From an optimization exercise on the open Yosys and OpenROAD flow, aimed at small area, a short achievable clock period and few clock cycles; shortcuts taken in it are not production practice. Function was checked by simulation only, so behaviour that the tests miss may differ from the original. Power is estimated from default activity; no workload was simulated.

==> flow/design.v <==
module rsdec (
    input  wire        clk,
    input  wire        rst,
    input  wire        in_valid,
    input  wire [7:0]  in_data,
    input  wire        in_last,
    output wire        in_ready,
    output wire        res_valid,
    input  wire        res_ready,
    output wire        res_fail,
    output wire [3:0]  res_nerr,
    output wire [79:0] res_pos,
    output wire [79:0] res_val
);
    localparam NSYM = 20;
    localparam T    = 10;
    function [7:0] gf_mul(input [7:0] a, input [7:0] b);
        integer k;
        reg [7:0] p, aa;
        begin
            p  = 8'h00;
            aa = a;
            for (k = 0; k < 8; k = k + 1) begin
                if (b[k]) p = p ^ aa;
                aa = aa[7] ? ((aa << 1) ^ 8'h1D) : (aa << 1);
            end
            gf_mul = p;
        end
    endfunction
    function [7:0] gf_pow(input integer e);
        integer k;
        reg [7:0] p;
        begin
            p = 8'h01;
            for (k = 0; k < e; k = k + 1)
                p = p[7] ? ((p << 1) ^ 8'h1D) : (p << 1);
            gf_pow = p;
        end
    endfunction
    function [3:0] m16(input [3:0] a, input [3:0] b);
        reg [6:0] p;
        integer i;
        begin
            p = 7'd0;
            for (i = 0; i < 4; i = i + 1) if (b[i]) p = p ^ ({3'd0, a} << i);
            for (i = 6; i > 3; i = i - 1) if (p[i]) p = p ^ (7'h13 << (i - 4));
            m16 = p[3:0];
        end
    endfunction
    function [3:0] i16(input [3:0] a);
        integer k;
        begin
            i16 = 4'd0;
            for (k = 1; k < 16; k = k + 1) if (m16(a, k) == 4'd1) i16 = k;
        end
    endfunction
    function [11:0] inv_a(input [7:0] x);
        reg [7:0] t;
        begin
            t[0] = x[0] ^ x[1] ^ x[2] ^ x[3] ^ x[4] ^ x[6] ^ x[7];
            t[1] = x[2] ^ x[3] ^ x[6] ^ x[7];
            t[2] = x[2] ^ x[4] ^ x[6];
            t[3] = x[3] ^ x[4] ^ x[5] ^ x[6];
            t[4] = x[4] ^ x[7];
            t[5] = x[1] ^ x[3] ^ x[4];
            t[6] = x[2] ^ x[5] ^ x[6];
            t[7] = x[5];
            inv_a = {t, m16(t[3:0], t[3:0]) ^ m16(t[3:0], t[7:4]) ^
                        m16(4'd8, m16(t[7:4], t[7:4]))};
        end
    endfunction
    function [7:0] inv_b(input [11:0] h);
        reg [7:0] u;
        reg [3:0] di;
        begin
            di = i16(h[3:0]);
            u  = {m16(h[11:8], di), m16(h[7:4] ^ h[11:8], di)};
            inv_b[0] = u[0] ^ u[2] ^ u[4] ^ u[5];
            inv_b[1] = u[1] ^ u[4] ^ u[5] ^ u[6] ^ u[7];
            inv_b[2] = u[1] ^ u[3] ^ u[4] ^ u[7];
            inv_b[3] = u[1] ^ u[2] ^ u[4];
            inv_b[4] = u[2] ^ u[6] ^ u[7];
            inv_b[5] = u[7];
            inv_b[6] = u[1] ^ u[3] ^ u[4] ^ u[6];
            inv_b[7] = u[2] ^ u[4] ^ u[6] ^ u[7];
        end
    endfunction
    integer k, j;
    reg        rdy;               
    reg        iv, il;            
    reg  [7:0] id;
    reg        a_first;           
    reg        a_full;            
    reg  [7:0] nb;                
    reg  [7:0] SA [0:NSYM-1];     
    reg        b_full;            
    reg  [7:0] nB;                
    reg  [7:0] S [0:NSYM-1];      
    wire handoff = a_full & ~b_full;
    wire in_fire = in_valid & rdy;
    assign in_ready = rdy;
    reg st_idle;                  
    reg st_disc;                  
    reg st_upd;                   
    reg st_scale;                 
    reg st_omega;                 
    reg st_waitc;                 
    reg st_chien;                 
    reg st_fin1, st_fin2;         
    reg  [T:1] m_lam;             
    reg        m_bb;              
    reg        m_ring;            
    reg        m_step;            
    reg        m_binv;            
    reg        m_s0;              
    reg  [4:0] r;                 
    reg  [4:0] L;
    reg  [7:0] lam [1:T];         
    reg  [7:0] bb  [0:T-1];       
    reg  [7:0] d;                 
    reg  [7:0] f1;                
    reg  [7:0] pos1, pos2;        
    reg        skipA;             
    reg  [7:0] binv;              
    reg [11:0] ih;                
    reg        chg;               
    reg        chg1;              
    reg  [7:0] c;                 
    reg  [3:0] found;
    reg        lastr;             
    reg        root1, root2;
    reg        succ;
    reg        rv, rf;
    reg  [3:0] rn;
    reg  [7:0] rpos [0:T-1];
    reg  [7:0] rval [0:T-1];
    assign res_valid = rv;
    assign res_fail  = rf;
    assign res_nerr  = rn;
    genvar gi;
    generate
        for (gi = 0; gi < T; gi = gi + 1) begin : g_res
            assign res_pos[8*gi +: 8] = rpos[gi];
            assign res_val[8*gi +: 8] = rval[gi];
        end
    endgenerate
    wire [7:0] q = gf_mul(d, binv);
    reg  [7:0] mo [1:T];
    reg  [7:0] dsum;
    always @* begin
        dsum = m_s0 ? S[0] : 8'h00;
        for (j = 1; j <= T; j = j + 1) begin
            mo[j] = gf_mul((m_lam[j] ? lam[j] : 8'h00) | (m_bb ? bb[j-1] : 8'h00),
                           m_ring ? S[NSYM - j] :
                           m_step ? gf_pow((255 - (T - j)) % 255) :
                           m_binv ? binv : d);
            dsum = dsum ^ mo[j];
        end
    end
    reg [7:0] lamb [1:T];
    reg [7:0] lsa, osa, lsb, osb, wsa;
    always @* begin
        lsa = 8'h00;
        osa = 8'h00;
        lsb = 8'h00;
        osb = 8'h00;
        wsa = 8'h00;
        for (j = 1; j <= T; j = j + 1) begin
            lamb[j] = gf_mul(lam[j], gf_pow(255 - j));
            lsa = lsa ^ lam[j];
            lsb = lsb ^ lamb[j];
            if (j % 2 == 1) begin
                osa = osa ^ lam[j];
                osb = osb ^ lamb[j];
            end
        end
        for (j = 0; j < T; j = j + 1)
            wsa = wsa ^ bb[j];
    end
    wire       root_a  = (lsa == 8'h01) & ~skipA;
    wire       root_b  = (lsb == 8'h01) & (c != 8'd1);
    wire       c_dbl   = root_a & root_b & ~lastr;
    wire       c_one   = root_a | root_b;
    wire [3:0] found_n = found + {3'd0, c_one};
    wire       c_stop  = (c_one & lastr) | (~c_dbl & (c <= 8'd2));
    wire st_init = st_idle | st_fin2;
    wire go_bm   = st_init & b_full;
    wire r_last  = (r == NSYM - 1);
    wire o_last  = (r == T - 1);
    wire c_ok    = !rv;
    wire c_dir   = (c < NSYM) || (L > T) || (L == 5'd0);
    wire c_start = st_waitc & c_ok & ~c_dir;
    wire c_skip  = st_waitc & c_ok & c_dir;
    wire ns_disc  = st_upd & ~r_last;
    wire ns_scale = st_disc & chg1;
    wire ns_upd   = go_bm | (st_disc & ~chg1) | st_scale;
    wire ns_omega = (st_upd & r_last) | (st_omega & ~o_last);
    wire ns_waitc = (st_omega & o_last) | (st_waitc & ~c_ok);
    wire ns_chien = c_start | (st_chien & ~c_stop);
    wire ns_fin1  = st_chien & c_stop;
    wire ns_fin2  = st_fin1;
    wire ns_idle  = (st_init & ~b_full) | c_skip;
    always @(posedge clk) begin
        iv <= in_fire & ~rst;
        id <= in_data;
        il <= in_last;
        if (rst)
            rdy <= 1'b1;
        else if (in_fire & in_last & (a_full | b_full | (iv & il)))
            rdy <= 1'b0;
        else if (handoff & ~(iv & il))
            rdy <= 1'b1;
        if (rst) begin
            a_first <= 1'b1;
            a_full  <= 1'b0;
            b_full  <= 1'b0;
        end else begin
            if (iv) a_first <= il;
            if (iv & il)
                a_full <= 1'b1;
            else if (handoff)
                a_full <= 1'b0;
            if (handoff)
                b_full <= 1'b1;
            else if (st_omega & o_last)
                b_full <= 1'b0;
        end
        if (iv) begin
            for (k = 0; k < NSYM; k = k + 1)
                SA[k] <= (a_first ? 8'h00 : gf_mul(SA[k], gf_pow(k))) ^ id;
            nb <= a_first ? 8'd1 : nb + 8'd1;
        end
        if (handoff) begin
            for (k = 0; k < NSYM; k = k + 1) S[k] <= SA[k];
            nB <= nb;
        end else if (st_upd | st_omega) begin
            for (k = 0; k < NSYM; k = k + 1) S[k] <= S[(k + 1) % NSYM];
        end
        if (rst) begin
            st_idle  <= 1'b1;
            st_disc  <= 1'b0;
            st_upd   <= 1'b0;
            st_scale <= 1'b0;
            st_omega <= 1'b0;
            st_waitc <= 1'b0;
            st_chien <= 1'b0;
            st_fin1  <= 1'b0;
            st_fin2  <= 1'b0;
            m_lam    <= {T{1'b0}};
            m_bb     <= 1'b0;
            m_ring   <= 1'b0;
            m_step   <= 1'b0;
            m_binv   <= 1'b0;
            m_s0     <= 1'b1;
        end else begin
            st_idle  <= ns_idle;
            st_disc  <= ns_disc;
            st_upd   <= ns_upd;
            st_scale <= ns_scale;
            st_omega <= ns_omega;
            st_waitc <= ns_waitc;
            st_chien <= ns_chien;
            st_fin1  <= ns_fin1;
            st_fin2  <= ns_fin2;
            if (ns_disc)
                m_lam <= {T{1'b1}};
            else if (st_omega & ~o_last)
                m_lam <= {m_lam[T-1:1], 1'b1};
            else
                m_lam <= {T{1'b0}};
            m_bb   <= ns_upd | ns_scale | ns_chien;
            m_binv <= ns_scale;
            m_ring <= ns_disc | ns_omega;
            m_step <= ns_chien;
            m_s0   <= ns_idle | ns_fin2 | ns_disc | ns_omega;
        end
        f1   <= root_a ? wsa : dsum;
        pos1 <= root_a ? c - 8'd1 : c - 8'd2;
        pos2 <= pos1;
        if (!st_scale) begin
            d   <= (st_chien | st_fin1) ? f1 : dsum;
            chg <= (dsum != 8'h00) && (st_init || ({L, 1'b0} <= {1'b0, r}));
        end
        chg1 <= st_upd & chg;
        ih   <= inv_a(st_chien ? (root_a ? osa : osb) : d);
        if (st_init)
            binv <= 8'h01;
        else if (chg1 | st_chien | st_fin1)
            binv <= inv_b(ih);
        for (k = 1; k <= T; k = k + 1) begin
            if (st_init)
                lam[k] <= 8'h00;
            else if (st_upd)
                lam[k] <= lam[k] ^ mo[k];
            else if (st_chien & ~c_dbl)
                lam[k] <= gf_mul(lamb[k], gf_pow(255 - k));
        end
        for (k = 0; k < T; k = k + 1) begin
            if (st_init)
                bb[k] <= (k == 0) ? 8'h01 : 8'h00;
            else if (st_upd & chg)
                bb[k] <= (k == 0) ? 8'h01 : lam[k];
            else if (st_upd | st_omega)
                bb[k] <= (k == 0) ? (st_omega ? dsum : 8'h00) : bb[k-1];
            else if (st_scale)
                bb[k] <= mo[k+1];
            else if (st_chien & ~c_dbl)
                bb[k] <= gf_mul(mo[k+1], gf_pow((255 - (T - 1 - k)) % 255));
        end
        if (st_init) begin
            L <= 5'd0;
            r <= 5'd0;
        end else if (st_upd) begin
            if (chg) L <= r + 5'd1 - L;
            r <= r_last ? 5'd0 : r + 5'd1;
        end else if (st_omega) begin
            r <= r + 5'd1;
        end
        if (go_bm)
            c <= nB;
        else if (st_chien & ~c_dbl)
            c <= c - 8'd2;
        if (st_waitc) begin
            found <= 4'd0;
            lastr <= (L == 5'd1);
            skipA <= 1'b0;
        end else if (st_chien) begin
            found <= found_n;
            lastr <= ({1'b0, found_n} + 5'd1 == L);
            skipA <= c_dbl;
        end
        root1 <= st_chien & c_one;
        root2 <= root1;
        if (st_chien) succ <= (found_n == L[3:0]);
        if ((st_waitc & c_ok) | (st_fin2 & ~succ)) begin
            for (k = 0; k < T; k = k + 1) begin
                rpos[k] <= 8'h00;
                rval[k] <= 8'h00;
            end
        end else if (root2) begin
            rpos[0] <= pos2;
            rval[0] <= q;
            for (k = 1; k < T; k = k + 1) begin
                rpos[k] <= rpos[k-1];
                rval[k] <= rval[k-1];
            end
        end
        if (rst) begin
            rv <= 1'b0;
        end else if (c_skip) begin
            rv <= 1'b1;
            rf <= (L != 5'd0) || (c < NSYM);
            rn <= 4'd0;
        end else if (st_fin2) begin
            rv <= 1'b1;
            rf <= ~succ;
            rn <= succ ? L[3:0] : 4'd0;
        end else if (res_ready) begin
            rv <= 1'b0;
        end
    end
endmodule
==> flow/flow/run.sh <==
#!/bin/bash
set -e
export SETUP_SLACK_MARGIN=13.2
bash standard.sh > standard_flow.log 2>&1
==> flow/constraint.sdc <==
create_clock -name core_clock -period 18.0 [get_ports {clk}]
set_input_delay 3.6000 -clock core_clock [delete_from_list [all_inputs] [get_ports {clk}]]
set_output_delay 3.6000 -clock core_clock [all_outputs]
set_load 0.01 [all_outputs]
==> flow/config.mk <==
export PLATFORM = sky130hd
export DESIGN_NAME = rsdec
export DESIGN_NICKNAME = rsdec
export VERILOG_FILES = /design/flow/design.v
export SDC_FILE = /design/flow/constraint.sdc
export NUM_CORES = 4
export LEC_CHECK = 0
export CAP_MARGIN = 20
export CORE_MARGIN = 2
export CORE_UTILIZATION = 50
export PLACE_DENSITY = 0.65
export SLEW_MARGIN = 20
==> flow/standard.sh <==
#!/bin/bash
# synth_recipe.tcl (not shown) runs the flow's synth.tcl, then flattens the netlist and writes it again
# the make line also repeats each setting of config.mk as NAME=value (left out here)
make -C /OpenROAD-flow-scripts/flow DESIGN_CONFIG=/design/flow/config.mk WORK_HOME=/design/flow/orfs CLKGATE_MAP_FILE= SYNTH_SCRIPT=/design/flow/synth_recipe.tcl "${@:-finish}"
==> flow_metrics.env, run 1 <==
export IMPL_routed_via_density=5.95
export IMPL_drv_cap=0
export IMPL_fin_crit_ns=4.83
export IMPL_clockBufferDepth=3
export IMPL_drt_total_wl_mm=217
export IMPL_path_max_fanout=1
export IMPL_r2r_end="chg"
export IMPL_num_rows=128
export IMPL_ios=180
export IMPL_slew_headroom_pct=21.3
export IMPL_synth_area_leaders="edfxtp_1 (18%), xnor2_1 (16%), dfxtp_1 (14%)"
export IMPL_tightest_slew_ns=1.18
export IMPL_multi_input_area_mm2=0.0405
export IMPL_grt_pass1_wl_mm=319
export IMPL_cts_root_buffer="clkbuf_16"
export IMPL_die_area_mm2=0.126
export IMPL_setup_viol=0
export IMPL_numCtsBuffers=89
export IMPL_grt_max_degree=117
export IMPL_final_hold_viol_count=0
export IMPL_ys_ff_latch=779
export IMPL_synth_async_sr_flop_share_pct=0
export IMPL_peakVddDrop_v=0.000438
export IMPL_synth_most_common_cell="xnor2_1"
export IMPL_coreArea_mm2=0.122
export IMPL_track_usage_pct=33.2
export IMPL_synthFlopType="dfxtp_1"
export IMPL_drc=0
export IMPL_critPathArrivalTime_ns=1.23
export IMPL_synth_commonest_cells="xnor2_1 (1,152), nand2_1 (1,122), nor2_1 (856)"
export IMPL_h_tree_depth=3
export IMPL_ys_seq_area_share_pct=31.2
export IMPL_wl_per_cell_um=24.6
export IMPL_worstHoldStart="pos1[5]"
export IMPL_vias=52446
export IMPL_dr_pass1_iters=6
export IMPL_hold_depth=0
export IMPL_required_ns=14.40
export IMPL_path_buf_inv=1
export IMPL_initial_core_util_pct=50.5
export IMPL_netlist_instances=7150
export IMPL_netlist_area_leader_share_pct=17.6
export IMPL_cts_tree="done"
export IMPL_fin_nets=7166
export IMPL_holdPathEnd="pos2[5]"
export IMPL_port_buffers=179
export IMPL_grt_ovfl_total=0
export IMPL_timing_rr_start="binv[1]"
export IMPL_fin_ws_ns=13.17
export IMPL_area_growth_synth_to_final_pct=11.8
export IMPL_cpLargestDelayFamily="flip-flops"
export IMPL_fmax_mhz=207
export IMPL_clock_sinks=779
export IMPL_first_iter_violations=6348
export IMPL_syn_nets=7192
export IMPL_antenna_found_initial=1
export IMPL_max_stage_delay_ns=0.38
export IMPL_p_leak_nw=25.1
export IMPL_seq_area_mm2=0.0195
export IMPL_power_density_mw_per_mm2=119
export IMPL_end_kind="primary output"
export IMPL_critPathLaunchType="flip-flop"
export IMPL_grt_pass1_vias=48970
export IMPL_pre_cts_slack_ns=12.31
export IMPL_rrSetupSlack_ns=13.17
export IMPL_hold_path_class="flip-flop to flip-flop"
export IMPL_clk_latency_ns=0.72
export IMPL_design_area_mm2=0.0687
export IMPL_dpl_cell_area_mm2=0.0641
export IMPL_setup_worst_path_class="flip-flop to primary output"
export IMPL_drive_gt1_share_pct=14.2
export IMPL_dieWidth_um=355
export IMPL_worst_clock_skew_ns=0.0506
export IMPL_slowest_stage="edfxtp_1"
export IMPL_fin_crit_sh_pct=26.8
export IMPL_yosysWarnings=9
export IMPL_synth_top_area_cell="edfxtp_1"
export IMPL_whs_ns=0.324
export IMPL_path_cells="buf_2"
export IMPL_dpl_hpwl_mm=152
export IMPL_fp_dieH_um=355
export IMPL_syn_area_mm2=0.0615
export IMPL_rr_worst_depth=13
export IMPL_gp_congestion=1.03
export IMPL_finalSetupTns_ns=0
export IMPL_nFillCells=10890
export IMPL_path_clk_slew_ns=0.06
export IMPL_path_depth=1
export IMPL_status="no timing/DRC/antenna violations"
export IMPL_rsz0062_at_grt="yes"
export IMPL_avgSynthCellArea_um2=8.60
export IMPL_drt_antenna_violating_nets=0
export IMPL_synth_enable_flop_cells=360
export IMPL_drv_slew=0
export IMPL_synth_cell_types=107
-- through the flow --
| stage | util, % | power [W] | instances |
|---|---|---|---|
| 3_3_place_gp | 52.6 | 0.00602 | 8558 |
| 5_1_grt | 56.4 | 0.00858 | 8816 |
| 3_5_place_dp | 52.6 | 0.00605 | 8559 |
| 4_1_cts | 55.8 | 0.00799 | 8789 |
| 2_1_floorplan | - | 0.00507 | 7150 |
| 6_report | 56.4 | 0.00815 | 8818 |
-- placed cells by master, fill, tap and decap left out, types with 30 or more instances in the layout --
cell type and instances:
a211oi_1 42, a21o_1 30, a21oi_1 353, a22o_1 31
a22oi_1 93, a22oi_2 30, a31oi_1 40, and2_1 39
buf_2 59, buf_4 206, buf_6 104, clkbuf_16 94
dfxtp_1 206, dfxtp_2 191, edfxtp_1 360, inv_1 78
mux2i_1 216, nand2_1 1116, nand2b_1 58, nand3_1 70
nor2_1 846, nor2b_1 108, nor3_1 107, o211ai_1 52
o21ai_0 147, o22ai_1 49, xnor2_1 1127, xnor2_2 72
xnor3_1 100, xor2_1 517
-- worst max-delay path by stage --
stage	start	endpoint	slack [ns]
after floorplan	rst	m_s0	13.28
after global placement	m_bb	chg	12.32
after detailed placement	m_bb	chg	12.31
after CTS	m_bb	chg	13.11
after global routing	rn[3]	res_nerr[3]	13.12
final	rn[3]	res_nerr[3]	13.17
-- timing repair --
item                                   4_1_cts  5_1_grt
buffers inserted                            72       25
resized for setup                         1027      108
setup endpoints to repair                  302       85
pin swaps                                    5        9
cloned                                       0        2
endpoints found under the hold margin        0        0
hold buffers                                 0        0
-- area by class of cell --
class                      instances  share of cell area, %
clock inverter                    33                  0.541
tap                             1625                   2.96
clock buffer                     125                   3.75
inverter                          86                  0.481
sequential                       779                   28.4
multi-input combinational       5776                   59.0
timing repair buffer             392                   4.90
antenna                            2                0.00728
-- metal layers --
metal,share of wire [%],wire [µm],vias to the layer above,GRT usage (%)
met1,41,89000,25184,44.8
met2,43,92600,2699,49.7
met5,0,0,-,0
li1,-,-,23980,-
met4,5.9,12800,0,17.5
met3,10,22100,583,7.09
-- state kept, by name, indices dropped and copies added (netlist names), 10 cells and up --
name,count
rpos,80
m_lam,10
lam,80
rval,80
ih,12
bb,80
SA,160
S,160
-- worst register-to-register path, cell delays in order, from the launching register on --
cell	delay (ns)
dfxtp_1	0.70
mux2_4	0.57
nor2_1	0.13
a21oi_1	0.39
nand2_1	0.12
xnor2_1	0.21
xnor2_1	0.18
xnor2_1	0.16
xor3_2	0.57
xnor3_1	0.51
xnor3_1	0.50
xor2_1	0.25
and3_1	0.21
a31oi_1	0.09
-- cell families (layout without fill, tap and decap cells) --
| family | after synthesis | after routing | synth area share [%] |
|---|---|---|---|
| AND/OR/NAND/NOR | 2477 | 2478 | 16.9 |
| XOR/XNOR | 1856 | 1856 | 29.9 |
| AO/OA/AOI/OAI | 1174 | 1174 | 13.3 |
| flip-flops | 779 | 779 | 31.2 |
| buffers and inverters | 596 | 636 | 4.14 |
| multiplexers | 239 | 239 | 3.98 |
| adder cells (fa/ha/maj) | 29 | 29 | 0.602 |
| other | 0 | 2 | 0 |
-- report_power, final --
part / switching [W] / internal, W
combinational: 0.00238 / 0.00173
sequential: 0.000160 / 0.00203
clock: 0.000813 / 0.00104
total: 0.00335 / 0.00480
Testbench counts, summed over its fixed seeds: cycles 29,526.
==> inputs of run 2 (changes only) <==
--- a/flow/config.mk
+++ b/flow/config.mk
@@ -7,6 +7,6 @@
 export LEC_CHECK = 0
 export CAP_MARGIN = 20
 export CORE_MARGIN = 2
-export CORE_UTILIZATION = 50
-export PLACE_DENSITY = 0.65
+export CORE_UTILIZATION = 65
+export PLACE_DENSITY = 0.78
 export SLEW_MARGIN = 20
==> flow_metrics.env, run 2 <==
export IMPL_area_growth_synth_to_final_pct=10.7
export IMPL_clock_sinks=779
export IMPL_vias=53982
export IMPL_hold_buffers=0
export IMPL_grt_pass1_vias=50165
export IMPL_syn_area_mm2=0.0615
export IMPL_synth_compound_area_share_pct=13.3
export IMPL_muxShareOfSynthArea_pct=3.98
export IMPL_first_iter_violations=7876
export IMPL_critPathLaunchType="flip-flop"
export IMPL_coreArea_mm2=0.0936
export IMPL_drv_cap=0
export IMPL_synth_commonest_cells="xnor2_1 (1,152), nand2_1 (1,122), nor2_1 (856)"
export IMPL_dr_pass1_iters=7
export IMPL_grt_ovfl_total=0
export IMPL_synth_xor_xnor_area_share_pct=29.9
export IMPL_fmax_mhz=206
export IMPL_track_usage_pct=42.7
export IMPL_rsz0062_at_grt="yes"
export IMPL_yosysWarnings=9
export IMPL_synthFlopType="dfxtp_1"
export IMPL_grt_max_degree=92
export IMPL_ys_ff_latch=779
export IMPL_grtUsageMet1_pct=55.4
export IMPL_drc=0
export IMPL_mostFrequentLayoutCells="xnor2_1 (1,131), nand2_1 (1,117), nor2_1 (847)"
export IMPL_antenna_found_initial=4
export IMPL_stdcell_count=8445
export IMPL_cts_tree="done"
export IMPL_clk_latency_ns=0.70
export IMPL_mostFrequentLayoutCell="xnor2_1"
export IMPL_numCtsBuffers=86
export IMPL_synth_cell_types=107
export IMPL_worstHoldStart="pos1[0]"
export IMPL_synthAdderAreaFrac_pct=0.602
export IMPL_tightest_slew_ns=1.28
export IMPL_path_max_fanout=53
export IMPL_gp_congestion=1.09
export IMPL_avgSynthCellArea_um2=8.60
export IMPL_setup_worst_path_class="flip-flop to flip-flop"
export IMPL_fp_dieH_um=312
export IMPL_fin_ws_ns=13.15
export IMPL_worst_clock_skew_ns=0.0298
export IMPL_path_clk_slew_ns=0.06
export IMPL_routed_via_density=6.39
export IMPL_dpl_hpwl_mm=149
export IMPL_grt_pass1_wl_mm=317
export IMPL_synth_area_leaders="edfxtp_1 (18%), xnor2_1 (16%), dfxtp_1 (14%)"
export IMPL_clockBufferDepth=3
export IMPL_synth_enable_flop_cells=360
export IMPL_whs_ns=0.324
export IMPL_final_hold_viol_count=0
export IMPL_met2_usage_pct=64.0
export IMPL_drive_gt1_share_pct=14.4
export IMPL_use_met3_pct=13.1
export IMPL_power_density_mw_per_mm2=120
export IMPL_ys_seq_area_share_pct=31.2
export IMPL_fin_nets=7159
export IMPL_drt_total_wl_mm=216
export IMPL_wl_per_cell_um=25.5
export IMPL_critical_path_startpoint="m_ring"
export IMPL_dieWidth_um=312
export IMPL_cts_root_buffer="clkbuf_16"
export IMPL_synth_top_family_by_area="XOR/XNOR gates"
export IMPL_critPathArrivalTime_ns=5.26
export IMPL_synth_simple_area_share_pct=16.9
export IMPL_die_area_mm2=0.0971
export IMPL_synth_async_sr_flop_share_pct=0
export IMPL_synth_top_area_cell="edfxtp_1"
export IMPL_slew_headroom_pct=13.8
export IMPL_power_w=0.00814
export IMPL_netlist_instances=7150
export IMPL_port_buffers=179
export IMPL_timing_rr_start="m_ring"
export IMPL_end_kind="flip-flop"
export IMPL_initial_core_util_pct=65.7
export IMPL_fin_crit_sh_pct=26.9
export IMPL_netlist_area_leader_share_pct=17.6
export IMPL_fin_crit_ns=4.85
export IMPL_largestRegisters="SA x160, S x160"
export IMPL_required_ns=18.41
export IMPL_hold_path_class="flip-flop to flip-flop"
export IMPL_h_tree_depth=3
export IMPL_p_leak_nw=25.0
export IMPL_drv_slew=0
export IMPL_drt_antenna_violating_nets=0
export IMPL_status="no timing/DRC/antenna violations"
export IMPL_finalSetupTns_ns=0
export IMPL_synth_most_common_cell="xnor2_1"
export IMPL_num_rows=112
export IMPL_setup_viol=0
export IMPL_peakVddDrop_v=0.000393
export IMPL_busiest_layer="met2"
export IMPL_pre_cts_slack_ns=12.26
export IMPL_syn_nets=7192
export IMPL_ios=180
export IMPL_placed_cells=8179
-- run 2: critical path: stages, from the launching register on --
cell	delay [ns]
dfxtp_2	0.34
buf_8	0.39
nor2_2	0.07
clkbuf_8	0.28
nand2_1	0.47
o21a_1	0.61
nand2_1	0.17
xnor3_1	0.37
xnor3_1	0.50
xor2_1	0.21
xnor3_1	0.23
xnor3_1	0.46
nor3_1	0.24
a31oi_1	0.10
-- run 2: worst paths after layout --
kind         slack [ns]  endpoint  cells past startpoint
max reg2reg       13.15       chg                     13
max               13.15       chg                     13
min                0.32   pos2[0]                      0
min reg2reg        0.32   pos2[0]                      0
-- run 2: cell type report --
| cell class | count | area, µm² |
|---|---|---|
| diodes | 2 | 5.00 |
| clock buffers | 110 | 2330 |
| clock inverters | 50 | 607 |
| fillers | 7033 | 25500 |
| inverters | 86 | 328 |
| multi-input cells | 5775 | 40600 |
| flip-flops and latches | 779 | 19500 |
| well taps | 1254 | 1570 |
| repair buffers | 389 | 3060 |
-- run 2: metal layers --
layer / wire, µm / up-vias
li1: - / 23970
met4: 13600 / 7
met1: 81500 / 25810
met3: 27600 / 729
met2: 92800 / 3466
met5: 65 / -
-- run 2: power by group --
| group | total (W) | internal, W | switching (W) | leakage (nW) |
|---|---|---|---|---|
| clock | 0.00187 | 0.00107 | 0.000800 | 1.44 |
| sequential | 0.00219 | 0.00203 | 0.000164 | 6.80 |
| combinational | 0.00408 | 0.00169 | 0.00239 | 16.8 |
-- run 2: stage by stage --
stage / area [µm²] / utilization, %
2_1_floorplan: 61500 / -
3_3_place_gp: 63500 / 67.9
3_5_place_dp: 63500 / 67.9
4_1_cts: 67100 / 71.7
5_1_grt: 68100 / 72.7
6_report: 68100 / 72.7
-- run 2: repair_timing --
| item | in CTS | in global routing |
|---|---|---|
| resized for setup | 1005 | 137 |
| endpoints found under the setup margin | 302 | 163 |
| setup buffers | 57 | 45 |
| pin swaps | 6 | 13 |
| gates cloned | 0 | 2 |
-- run 2: cell families after synthesis --
| family | after synthesis |
|---|---|
| AO/OA/AOI/OAI | 1174 |
| XOR/XNOR | 1856 |
| adder cells (fa/ha/maj) | 29 |
| buffers and inverters | 596 |
| flip-flops | 779 |
| multiplexers | 239 |
| AND/OR/NAND/NOR | 2477 |
==> inputs of run 3 (changes only) <==
==> flow/flow/run.sh (replaced) <==
#!/bin/bash
set -e
export SETUP_SLACK_MARGIN=13.0
bash standard.sh > standard_flow.log 2>&1
==> flow_metrics.env, run 3 <==
export IMPL_status="no timing/DRC/antenna violations"
export IMPL_hold_path_class="flip-flop to flip-flop"
export IMPL_num_rows=112
export IMPL_syn_area_mm2=0.0615
export IMPL_cts_root_buffer="clkbuf_16"
export IMPL_synth_top_area_cell="edfxtp_1"
export IMPL_grt_max_degree=92
export IMPL_finalSetupTns_ns=0
export IMPL_drc=0
export IMPL_synthAdderAreaFrac_pct=0.602
export IMPL_synthFlopType="dfxtp_1"
export IMPL_area_growth_synth_to_final_pct=9.36
export IMPL_path_clk_slew_ns=0.06
export IMPL_die_area_mm2=0.0971
export IMPL_grt_ovfl_total=0
export IMPL_stdcell_count=8370
export IMPL_ios=180
export IMPL_dpl_hpwl_mm=149
export IMPL_synth_async_sr_flop_share_pct=0
export IMPL_cts_tree="done"
export IMPL_drv_cap=0
export IMPL_h_tree_depth=3
export IMPL_port_buffers=179
export IMPL_yosysWarnings=9
export IMPL_synth_cell_types=107
export IMPL_numCtsBuffers=86
export IMPL_setup_worst_path_class="flip-flop to flip-flop"
export IMPL_fin_crit_sh_pct=27.6
export IMPL_wl_per_cell_um=25.4
export IMPL_clock_sinks=779
export IMPL_netlist_area_leader_share_pct=17.6
export IMPL_critPathLaunchType="flip-flop"
export IMPL_clockBufferDepth=3
export IMPL_p_leak_nw=24.6
export IMPL_mostFrequentLayoutCells="xnor2_1 (1,140), nand2_1 (1,118), nor2_1 (847)"
export IMPL_largestRegisters="SA x160, S x160"
export IMPL_power_density_mw_per_mm2=119
export IMPL_track_usage_pct=42.2
export IMPL_gp_congestion=1.09
export IMPL_avgSynthCellArea_um2=8.60
export IMPL_slew_headroom_pct=14.7
export IMPL_dieWidth_um=312
export IMPL_drive_gt1_share_pct=8.79
export IMPL_synth_area_leaders="edfxtp_1 (18%), xnor2_1 (16%), dfxtp_1 (14%)"
export IMPL_critPathArrivalTime_ns=5.49
export IMPL_synth_commonest_cells="xnor2_1 (1,152), nand2_1 (1,122), nor2_1 (856)"
export IMPL_ys_ff_latch=779
export IMPL_drt_total_wl_mm=212
export IMPL_synth_most_common_cell="xnor2_1"
export IMPL_grt_pass1_wl_mm=314
export IMPL_end_kind="flip-flop"
export IMPL_fp_dieH_um=312
export IMPL_slowest_stage="edfxtp_1"
export IMPL_worst_clock_skew_ns=0.0275
export IMPL_first_iter_violations=7629
export IMPL_drv_slew=0
export IMPL_setup_viol=0
export IMPL_coreArea_mm2=0.0936
export IMPL_peakVddDrop_v=0.000390
export IMPL_placed_cells=8179
export IMPL_synth_simple_area_share_pct=16.9
export IMPL_synth_compound_area_share_pct=13.3
export IMPL_grt_pass1_vias=49701
export IMPL_required_ns=18.52
export IMPL_multi_input_area_mm2=0.0403
export IMPL_path_cells="mux2i_2 -> nand2_1 -> o21a_1 -> nand2_1 -> xnor3_1 -> xnor2_1 -> xnor2_2 -> xor2_1 -> xnor2_1 -> xnor2_1 -> xnor2_1 -> nor3_1 -> a31oi_1"
export IMPL_fin_crit_ns=4.97
export IMPL_mostFrequentLayoutCell="xnor2_1"
export IMPL_dr_pass1_iters=7
export IMPL_synth_top_family_by_area="XOR/XNOR gates"
export IMPL_fin_nets=7084
export IMPL_initial_core_util_pct=65.7
export IMPL_netlist_instances=7150
export IMPL_muxShareOfSynthArea_pct=3.98
export IMPL_rsz0062_at_grt="no"
export IMPL_max_stage_delay_ns=0.69
export IMPL_synth_enable_flop_cells=360
export IMPL_synth_xor_xnor_area_share_pct=29.9
export IMPL_tightest_slew_ns=1.27
export IMPL_dpl_cell_area_mm2=0.0635
export IMPL_fmax_mhz=201
export IMPL_final_hold_viol_count=0
export IMPL_ys_seq_area_share_pct=31.2
export IMPL_cp_common_cell="xnor2_1"
export IMPL_path_max_fanout=12
export IMPL_vias=53216
export IMPL_syn_nets=7192
export IMPL_antenna_found_initial=3
export IMPL_drt_antenna_violating_nets=0
export IMPL_clk_latency_ns=0.69
export IMPL_seq_area_mm2=0.0193
export IMPL_nFillCells=7259
export IMPL_routed_via_density=6.36
export IMPL_design_area_mm2=0.0673
export IMPL_power_w=0.00802
run 3: cell counts after synthesis:
No cell type changed its count.
run 3: cell type report:
| type | instances | share of cell area (%) |
|---|---|---|
| repair buffers | 314 | 4.11 |
| flip-flops and latches | 779 | 28.7 |
| diodes | 2 | 0.00744 |
| clock inverters | 50 | 0.902 |
| multi-input cells | 5775 | 60.0 |
| inverters | 86 | 0.487 |
| clock buffers | 110 | 3.47 |
| well taps | 1254 | 2.33 |
run 3: repair_timing:
item                       4_1_cts  5_1_grt
gates resized for setup        269      103
hold buffers                     0        0
setup endpoints to repair      277      135
pin swaps                        3       10
buffers inserted                 8       21
run 3: worst paths after layout:
kind                            startpoint  cells after the start  slack (ns)      end
worst max-delay path                  d[6]                     13       13.03      chg
worst min-delay path               pos1[5]                      0        0.33  pos2[5]
worst max register to register        d[6]                     13       13.03      chg
worst min register to register     pos1[5]                      0        0.33  pos2[5]
run 3: layer usage:
metal / up-vias / part of all wire, % / track usage (%)
met3: 736 / 13 / 13.3
met2: 3423 / 43 / 62.7
li1: 23812 / - / -
met4: 6 / 6.3 / 22.3
met1: 25239 / 38 / 54.9
met5: - / 0.060 / 0
run 3: kinds of logic after synthesis:
family	count (synthesis)
xor gates and xnor gates	1856
adders and majority gates	29
DFF	779
AOI/OAI and AO/OA	1174
buffers and inverters	596
and+or+nand+nor	2477
muxes	239
run 3: power breakdown:
group | switching, W | internal (W) | total, W
clock | 0.000795 | 0.00107 | 0.00187
sequential | 0.000171 | 0.00202 | 0.00219
combinational | 0.00233 | 0.00162 | 0.00396
run 3: stage by stage:
step / worst slack (ns) / hold WS [ns] / utilization [%]
floorplan: 13.28 / 0.310 / -
global placement: 12.32 / 0.311 / 67.9
detailed placement: 12.26 / 0.312 / 67.9
CTS: 12.90 / 0.324 / 71.3
global route: 12.99 / 0.332 / 71.8
finish: 13.03 / 0.327 / 71.8
run 3: worst max-delay path, delay by kind of cell, from the launching register on:
family	cells	cell delay, ns
xor+xnor	7	2.41
flops	1	0.69
simple gates	3	0.64
mux	1	0.58
compound gates	2	0.50
==> inputs of run 4 (changes only) <==
--- a/flow/design.v
+++ b/flow/design.v
@@ -123,7 +123,7 @@
     reg        skipA;             
     reg  [7:0] binv;              
     reg [11:0] ih;                
-    reg        chg;               
+    reg        le;                
     reg        chg1;              
     reg  [7:0] c;                 
     reg  [3:0] found;
@@ -192,6 +192,7 @@
     wire c_start = st_waitc & c_ok & ~c_dir;
     wire c_skip  = st_waitc & c_ok & c_dir;
     wire ns_disc  = st_upd & ~r_last;
+    wire chg      = (d != 8'h00) & le;     
     wire ns_scale = st_disc & chg1;
     wire ns_upd   = go_bm | (st_disc & ~chg1) | st_scale;
     wire ns_omega = (st_upd & r_last) | (st_omega & ~o_last);
@@ -279,7 +280,7 @@
         pos2 <= pos1;
         if (!st_scale) begin
             d   <= (st_chien | st_fin1) ? f1 : dsum;
-            chg <= (dsum != 8'h00) && (st_init || ({L, 1'b0} <= {1'b0, r}));
+            le  <= st_init || ({L, 1'b0} <= {1'b0, r});
         end
         chg1 <= st_upd & chg;
         ih   <= inv_a(st_chien ? (root_a ? osa : osb) : d);
@@ -345,18 +346,14 @@
                 rval[k] <= rval[k-1];
             end
         end
-        if (rst) begin
+        if (rst)
             rv <= 1'b0;
-        end else if (c_skip) begin
+        else if (c_skip | st_fin2)
             rv <= 1'b1;
-            rf <= (L != 5'd0) || (c < NSYM);
-            rn <= 4'd0;
-        end else if (st_fin2) begin
-            rv <= 1'b1;
-            rf <= ~succ;
-            rn <= succ ? L[3:0] : 4'd0;
-        end else if (res_ready) begin
+        else if (res_ready)
             rv <= 1'b0;
-        end
+        rf <= (rf & ~(c_skip | st_fin2)) |
+              (c_skip & ((L != 5'd0) || (c < NSYM))) | (st_fin2 & ~succ);
+        rn <= (rn & {4{~(c_skip | st_fin2)}}) | ({4{st_fin2 & succ}} & L[3:0]);
     end
 endmodule
==> flow/flow/run.sh (replaced) <==
#!/bin/bash
set -e
export SETUP_SLACK_MARGIN=13.2
bash standard.sh > standard_flow.log 2>&1
==> flow_metrics.env, run 4 <==
export IMPL_status="no timing/DRC/antenna violations"
export IMPL_power_density_mw_per_mm2=106
export IMPL_mostFrequentLayoutCells="xnor2_1 (1,125), nand2_1 (1,101), nor2_1 (851)"
export IMPL_largestRegisters="SA x160, S x160"
export IMPL_fmax_mhz=204
export IMPL_clock_sinks=779
export IMPL_clk_latency_ns=0.71
export IMPL_dr_pass1_iters=7
export IMPL_initial_core_util_pct=65.6
export IMPL_peakVddDrop_v=0.000473
export IMPL_synth_async_sr_flop_share_pct=0
export IMPL_drt_total_wl_mm=208
export IMPL_drv_slew=0
export IMPL_clockBufferDepth=3
export IMPL_avgSynthCellArea_um2=8.51
export IMPL_fin_nets=7074
export IMPL_grt_pass1_vias=49295
export IMPL_track_usage_pct=42.5
export IMPL_synth_area_leaders="edfxtp_1 (18%), xnor2_1 (17%), dfxtp_1 (14%)"
export IMPL_setup_worst_path_class="flip-flop to flip-flop"
export IMPL_ys_seq_area_share_pct=31.9
export IMPL_fin_crit_ns=4.89
export IMPL_cts_tree="done"
export IMPL_slew_headroom_pct=22.9
export IMPL_num_rows=111
export IMPL_rr_worst_depth=14
export IMPL_mostFrequentLayoutCell="xnor2_1"
export IMPL_hold_depth=0
export IMPL_h_tree_depth=3
export IMPL_grt_pass1_wl_mm=307
export IMPL_fin_util_pct=73.2
export IMPL_area_growth_synth_to_final_pct=11.7
export IMPL_syn_nets=7095
export IMPL_dpl_hpwl_mm=145
export IMPL_antenna_found_initial=3
export IMPL_critPathArrivalTime_ns=5.46
export IMPL_fin_crit_sh_pct=27.2
export IMPL_ys_ff_latch=779
export IMPL_path_clk_slew_ns=0.06
export IMPL_synthFlopType="dfxtp_1"
export IMPL_cts_root_buffer="clkbuf_16"
export IMPL_holdPathEnd="pos2[0]"
export IMPL_tightest_slew_ns=1.16
export IMPL_numCtsBuffers=84
export IMPL_r2r_end="ih[1]"
export IMPL_drive_gt1_share_pct=13.2
export IMPL_dieWidth_um=308
export IMPL_p_leak_nw=24.6
export IMPL_vias=53485
export IMPL_syn_area_mm2=0.0600
export IMPL_worstHoldStart="pos1[0]"
export IMPL_yosysWarnings=9
export IMPL_wl_per_cell_um=25.1
export IMPL_die_area_mm2=0.0948
export IMPL_setup_viol=0
export IMPL_drc=0
export IMPL_netlist_instances=7053
export IMPL_end_kind="flip-flop"
export IMPL_drt_antenna_violating_nets=0
export IMPL_coreArea_mm2=0.0915
export IMPL_netlist_area_leader_share_pct=17.8
export IMPL_required_ns=18.57
export IMPL_final_hold_viol_count=0
export IMPL_whs_ns=0.328
export IMPL_synth_cell_types=91
export IMPL_nFillCells=6880
export IMPL_drv_cap=0
export IMPL_path_max_fanout=16
export IMPL_gp_congestion=1.08
export IMPL_synth_commonest_cells="xnor2_1 (1,173), nand2_1 (1,106), nor2_1 (861)"
export IMPL_rrSetupSlack_ns=13.11
export IMPL_synth_enable_flop_cells=355
export IMPL_hold_path_class="flip-flop to flip-flop"
export IMPL_first_iter_violations=8178
export IMPL_synth_most_common_cell="xnor2_1"
export IMPL_finalSetupTns_ns=0
export IMPL_synth_top_area_cell="edfxtp_1"
export IMPL_hold_buffers=0
export IMPL_port_buffers=179
export IMPL_routed_via_density=6.45
export IMPL_rsz0062_at_grt="yes"
export IMPL_ios=180
export IMPL_grt_ovfl_total=0
export IMPL_timing_rr_start="lam[2][5]"
export IMPL_worst_clock_skew_ns=0.0379
export IMPL_fp_dieH_um=308
export IMPL_grt_max_degree=102
export IMPL_critPathLaunchType="flip-flop"
-- run 4: cell types whose count changed after synthesis, sizes merged, moves of 17 or more --
cell    delta
xor2      -17
nand2b    +23
nor2b     -32
nor3      -20
buf       -75
a21boi    +26
a21oi     -25
xnor2     -30
clkbuf    +61
inv       -18
-- run 4: metrics by stage --
| stage | cell area, µm² | cells | worst slack, ns | power [W] |
|---|---|---|---|---|
| 4_1_cts | 66100 | 8247 | 12.92 | 0.00698 |
| 3_3_place_gp | 62500 | 8049 | 12.04 | 0.00512 |
| 6_report | 67000 | 8291 | 13.11 | 0.00707 |
| 2_1_floorplan | 60000 | 7053 | 13.39 | 0.00441 |
| 3_5_place_dp | 62500 | 8050 | 11.95 | 0.00513 |
| 5_1_grt | 67000 | 8290 | 13.10 | 0.00736 |
-- run 4: how the worst max path moves through the flow --
stage	from	end	slack, ns	cells after the start
6_report	lam[2][5]	ih[1]	13.11	14
3_3_place_gp	lam[9][2]	ih[1]	12.04	13
2_1_floorplan	lam[3][2]	ih[1]	13.39	15
3_5_place_dp	lam[9][2]	ih[1]	11.95	13
4_1_cts	lam[5][7]	ih[1]	12.92	14
5_1_grt	lam[7][2]	ih[1]	13.10	14
-- run 4: timing repair --
action                                  in CTS  in global routing
buffers inserted                            39                 41
pin swaps                                   11                 18
gates cloned                                 1                  1
resized for setup                         1051                139
endpoints found under the setup margin     357                132
-- run 4: final cells by class --
class                           count  area (µm²)  area share [%]
Multi-Input combinational cell   5711       39800            59.4
Sequential cell                   779       19500            29.1
Timing Repair Buffer              388        3100            4.62
Clock buffer                      108        2300            3.44
Tap cell                         1186        1480            2.21
Clock inverter                     49         541           0.806
Inverter                           68         264           0.394
Antenna cell                        2        5.00         0.00747
-- run 4: worst max-delay path, stage by stage, from the launching register on --
cell and delay [ns]:
dfxtp_1 0.86, xnor2_1 0.26, xnor2_1 0.30, xnor3_1 0.26
or4_4 0.47, nor3_4 0.25, buf_12 0.21, mux2i_1 0.35
mux2i_1 0.13, buf_4 0.21, inv_1 0.31, nor2_1 0.14
a22o_1 0.24, a221oi_2 0.31, xnor3_1 0.43
-- run 4: kinds of logic after synthesis --
| logic type | Yosys count | synth area share (%) |
|---|---|---|
| buffers and inverters | 564 | 3.62 |
| AND/OR/NAND/NOR | 2413 | 16.8 |
| AO/OA/AOI/OAI | 1188 | 13.0 |
| flip-flops | 779 | 31.9 |
| multiplexers | 253 | 4.28 |
| adder cells (fa/ha/maj) | 29 | 0.617 |
| XOR/XNOR | 1827 | 29.8 |
-- run 4: power by group --
| group | switching [W] | internal, W |
|---|---|---|
| registers | 0.000127 | 0.00199 |
| clock network | 0.000794 | 0.00101 |
| logic | 0.00175 | 0.00141 |
-- run 4: layer usage --
layer  up-vias  track usage [%]  wire [µm]
met1     25431             54.9      77900
li1      23743                -          -
met3       799             12.6      26700
met2      3508             64.0      89300
met4         4             23.3      14100
met5         -                0        112
Testbench counts of run 4, summed over its fixed seeds: cycles 29,526.
==> inputs of run 5 (changes only) <==
--- a/flow/config.mk
+++ b/flow/config.mk
@@ -7,6 +7,6 @@
 export LEC_CHECK = 0
 export CAP_MARGIN = 20
 export CORE_MARGIN = 2
-export CORE_UTILIZATION = 65
-export PLACE_DENSITY = 0.78
+export CORE_UTILIZATION = 50
+export PLACE_DENSITY = 0.65
 export SLEW_MARGIN = 20
==> flow_metrics.env, run 5 <==
export IMPL_netlist_area_leader_share_pct=17.8
export IMPL_clock_sinks=779
export IMPL_clockBufferDepth=3
export IMPL_switching_share_pct=37.5
export IMPL_ys_seq_area_share_pct=31.9
export IMPL_ios=180
export IMPL_combPwrFrac_pct=44.2
export IMPL_fmax_mhz=204
export IMPL_syn_area_mm2=0.0600
export IMPL_fin_ws_ns=13.10
export IMPL_ys_ff_latch=779
export IMPL_final_hold_viol_count=0
export IMPL_netlist_instances=7053
export IMPL_mostFrequentLayoutCell="xnor2_1"
export IMPL_cts_root_buffer="clkbuf_16"
export IMPL_fp_dieH_um=350
export IMPL_power_density_mw_per_mm2=105
export IMPL_r2r_end="d[5]"
export IMPL_rsz0062_at_grt="yes"
export IMPL_setup_worst_path_class="flip-flop to flip-flop"
export IMPL_synth_commonest_cells="xnor2_1 (1,173), nand2_1 (1,106), nor2_1 (861)"
export IMPL_status="no timing/DRC/antenna violations"
export IMPL_timing_rr_start="m_lam[9]"
export IMPL_vias=52000
export IMPL_track_usage_pct=33.2
export IMPL_syn_nets=7095
export IMPL_setup_viol=0
export IMPL_drt_total_wl_mm=211
export IMPL_tightest_slew_ns=1.17
export IMPL_peakVddDrop_v=0.000406
export IMPL_numCtsBuffers=88
export IMPL_path_clk_slew_ns=0.07
export IMPL_holdPathEnd="pos2[5]"
export IMPL_path_max_fanout=15
export IMPL_drc=0
export IMPL_power_w=0.00711
export IMPL_required_ns=18.43
export IMPL_port_buffers=179
export IMPL_wl_per_cell_um=24.1
export IMPL_seq_power_share_pct=29.9
export IMPL_avgSynthCellArea_um2=8.51
export IMPL_worstHoldStart="pos1[5]"
export IMPL_fin_crit_ns=4.90
export IMPL_clk_latency_ns=0.71
export IMPL_p_clk_share_pct=25.9
export IMPL_area_growth_synth_to_final_pct=12.5
export IMPL_fin_crit_sh_pct=27.2
export IMPL_synth_most_common_cell="xnor2_1"
export IMPL_grt_pass1_vias=48707
export IMPL_yosysWarnings=9
export IMPL_worst_clock_skew_ns=0.0484
export IMPL_grt_pass1_wl_mm=311
export IMPL_num_rows=127
export IMPL_dpl_hpwl_mm=146
export IMPL_design_area_mm2=0.0675
export IMPL_h_tree_depth=3
export IMPL_antenna_found_initial=2
export IMPL_dr_pass1_iters=6
export IMPL_drt_antenna_violating_nets=0
export IMPL_slew_headroom_pct=21.8
export IMPL_initial_core_util_pct=50.2
export IMPL_coreArea_mm2=0.119
export IMPL_drv_cap=0
export IMPL_synth_top_area_cell="edfxtp_1"
export IMPL_routed_via_density=5.95
export IMPL_first_iter_violations=6433
export IMPL_critPathLaunchType="flip-flop"
export IMPL_synth_async_sr_flop_share_pct=0
export IMPL_largestRegisters="SA x160, S x160"
export IMPL_finalSetupTns_ns=0
export IMPL_synth_area_leaders="edfxtp_1 (18%), xnor2_1 (17%), dfxtp_1 (14%)"
export IMPL_drv_slew=0
export IMPL_p_leak_nw=24.6
export IMPL_cts_tree="done"
export IMPL_gp_congestion=1.01
export IMPL_end_kind="flip-flop"
export IMPL_rrSetupSlack_ns=13.10
export IMPL_drive_gt1_share_pct=13.0
export IMPL_grt_max_degree=110
export IMPL_synth_cell_types=91
export IMPL_mostFrequentLayoutCells="xnor2_1 (1,145), nand2_1 (1,101), nor2_1 (849)"
export IMPL_intPower_w=0.00444
export IMPL_die_area_mm2=0.123
export IMPL_grt_ovfl_total=0
export IMPL_hold_depth=0
export IMPL_hold_path_class="flip-flop to flip-flop"
export IMPL_synth_enable_flop_cells=355
export IMPL_synthFlopType="dfxtp_1"
export IMPL_p_sw_w=0.00267
export IMPL_pre_cts_slack_ns=12.03
export IMPL_dpl_cell_area_mm2=0.0630
export IMPL_rr_worst_depth=13
export IMPL_dieWidth_um=350
export IMPL_fin_nets=7088
export IMPL_critPathArrivalTime_ns=5.33
-- run 5: repair_timing --
item                                     CTS  global route
hold buffers                               0             0
gates cloned                               3             0
resized for setup                       1012           112
endpoints found under the setup margin   340           129
buffers inserted                          49            49
pin swaps                                  9             8
-- run 5: how the worst max path moves through the flow --
| stage | from | endpoint | slack [ns] | cells after the start |
|---|---|---|---|---|
| finish | m_lam[9] | d[5] | 13.10 | 13 |
| global route | m_bb | bb[0][4] | 13.03 | 14 |
| detailed placement | lam[9][2] | ih[1] | 12.03 | 13 |
| CTS | lam[9][2] | ih[1] | 13.13 | 15 |
| global placement | lam[9][2] | ih[1] | 12.08 | 13 |
| floorplan | lam[3][2] | ih[1] | 13.39 | 15 |
-- run 5: cell families (layout without fill, tap and decap cells) --
family                     after synthesis  after routing  share of synthesized area (%)
muxes                                  253            253                           4.28
AOI/OAI and AO/OA                     1188           1189                           13.0
DFF                                    779            779                           31.9
and+or+nand+nor                       2413           2413                           16.8
other                                    0              2                              0
buffers and inverters                  564            629                           3.62
xor gates and xnor gates              1827           1827                           29.8
adders and majority gates               29             29                          0.617
-- run 5: area by class of cell --
| class | instances | area [µm²] |
|---|---|---|
| diodes | 2 | 5.00 |
| clock buffers | 127 | 2560 |
| clock inverters | 36 | 369 |
| fillers | 10894 | 52000 |
| inverters | 68 | 267 |
| multi-input cells | 5711 | 39700 |
| flip-flops and latches | 779 | 19500 |
| well taps | 1612 | 2020 |
| repair buffers | 398 | 3150 |
-- run 5: power by group through the flow --
stage / sequential (W) / combinational (W) / clock (W)
floorplan: 0.00211 / 0.00230 / 0
global placement: 0.00216 / 0.00298 / 0
global route: 0.00214 / 0.00336 / 0.00193
finish: 0.00213 / 0.00314 / 0.00184
CTS: 0.00213 / 0.00306 / 0.00186
detailed placement: 0.00216 / 0.00299 / 0
-- run 5: worst max-delay path, stage by stage, from the launching register on --
cell and delay (ns):
dfxtp_1 0.82, a22oi_1 0.47, xor2_1 0.66, nand2_1 0.14
xor2_1 0.18, xnor2_1 0.14, xnor2_1 0.24, xnor2_1 0.12
xnor2_1 0.61, xor2_1 0.28, xnor2_1 0.40, xnor2_1 0.14
xnor2_1 0.28, o21ai_0 0.11
-- run 5: metal layers --
metal | wire, µm | up-vias | global-route usage, % | part of all wire [%]
met2 | 93000 | 2679 | 51.7 | 44
met5 | 0 | - | 0 | 0
li1 | - | 23783 | - | -
met3 | 20500 | 564 | 6.60 | 9.7
met4 | 12200 | 0 | 17.7 | 5.8
met1 | 84900 | 24974 | 43.4 | 40
-- run 5: through the flow --
stage,util (%),cells,hold WS (ns)
3_3_place_gp,52.7,8466,0.313
2_1_floorplan,-,7053,0.310
6_report,56.5,8733,0.326
4_1_cts,55.8,8682,0.326
5_1_grt,56.5,8731,0.333
3_5_place_dp,52.7,8467,0.312

==> separate check: timing with driven ports <==
The results above use ideal ports. As a check the final layouts listed here were re-extracted and re-timed, cells and wires unchanged.
Step 1: set_driving_cell puts a clkbuf_16 on clk and a buf_2 on each other input, an assumption about the parent block.
Step 2, shift: input delay + t, output delay - t, t = (earliest + latest rising clock arrival at the registers) / 2. This alone moves slack from input paths to output paths.
a / b / c = ideal ports / drivers / drivers and shift; a / b = the first two.
run	t (ns)	setup WS [ns]	pins driven straight from the clock port
run 1	0.766	13.171 / 13.097 / 12.691	1
run 2	0.762	13.151 / 13.106 / 12.460	1
run 3	0.754	13.029 / 12.965 / 12.471	1
run 4	0.770	13.108 / 13.108 / 12.791	1
run 5	0.755	13.098 / 13.098 / 12.533	1
After both steps every run listed still meets setup and hold. The setup slack of run 2, which loses most, moves by -0.045 ns with the drivers and by -0.691 ns with both steps.
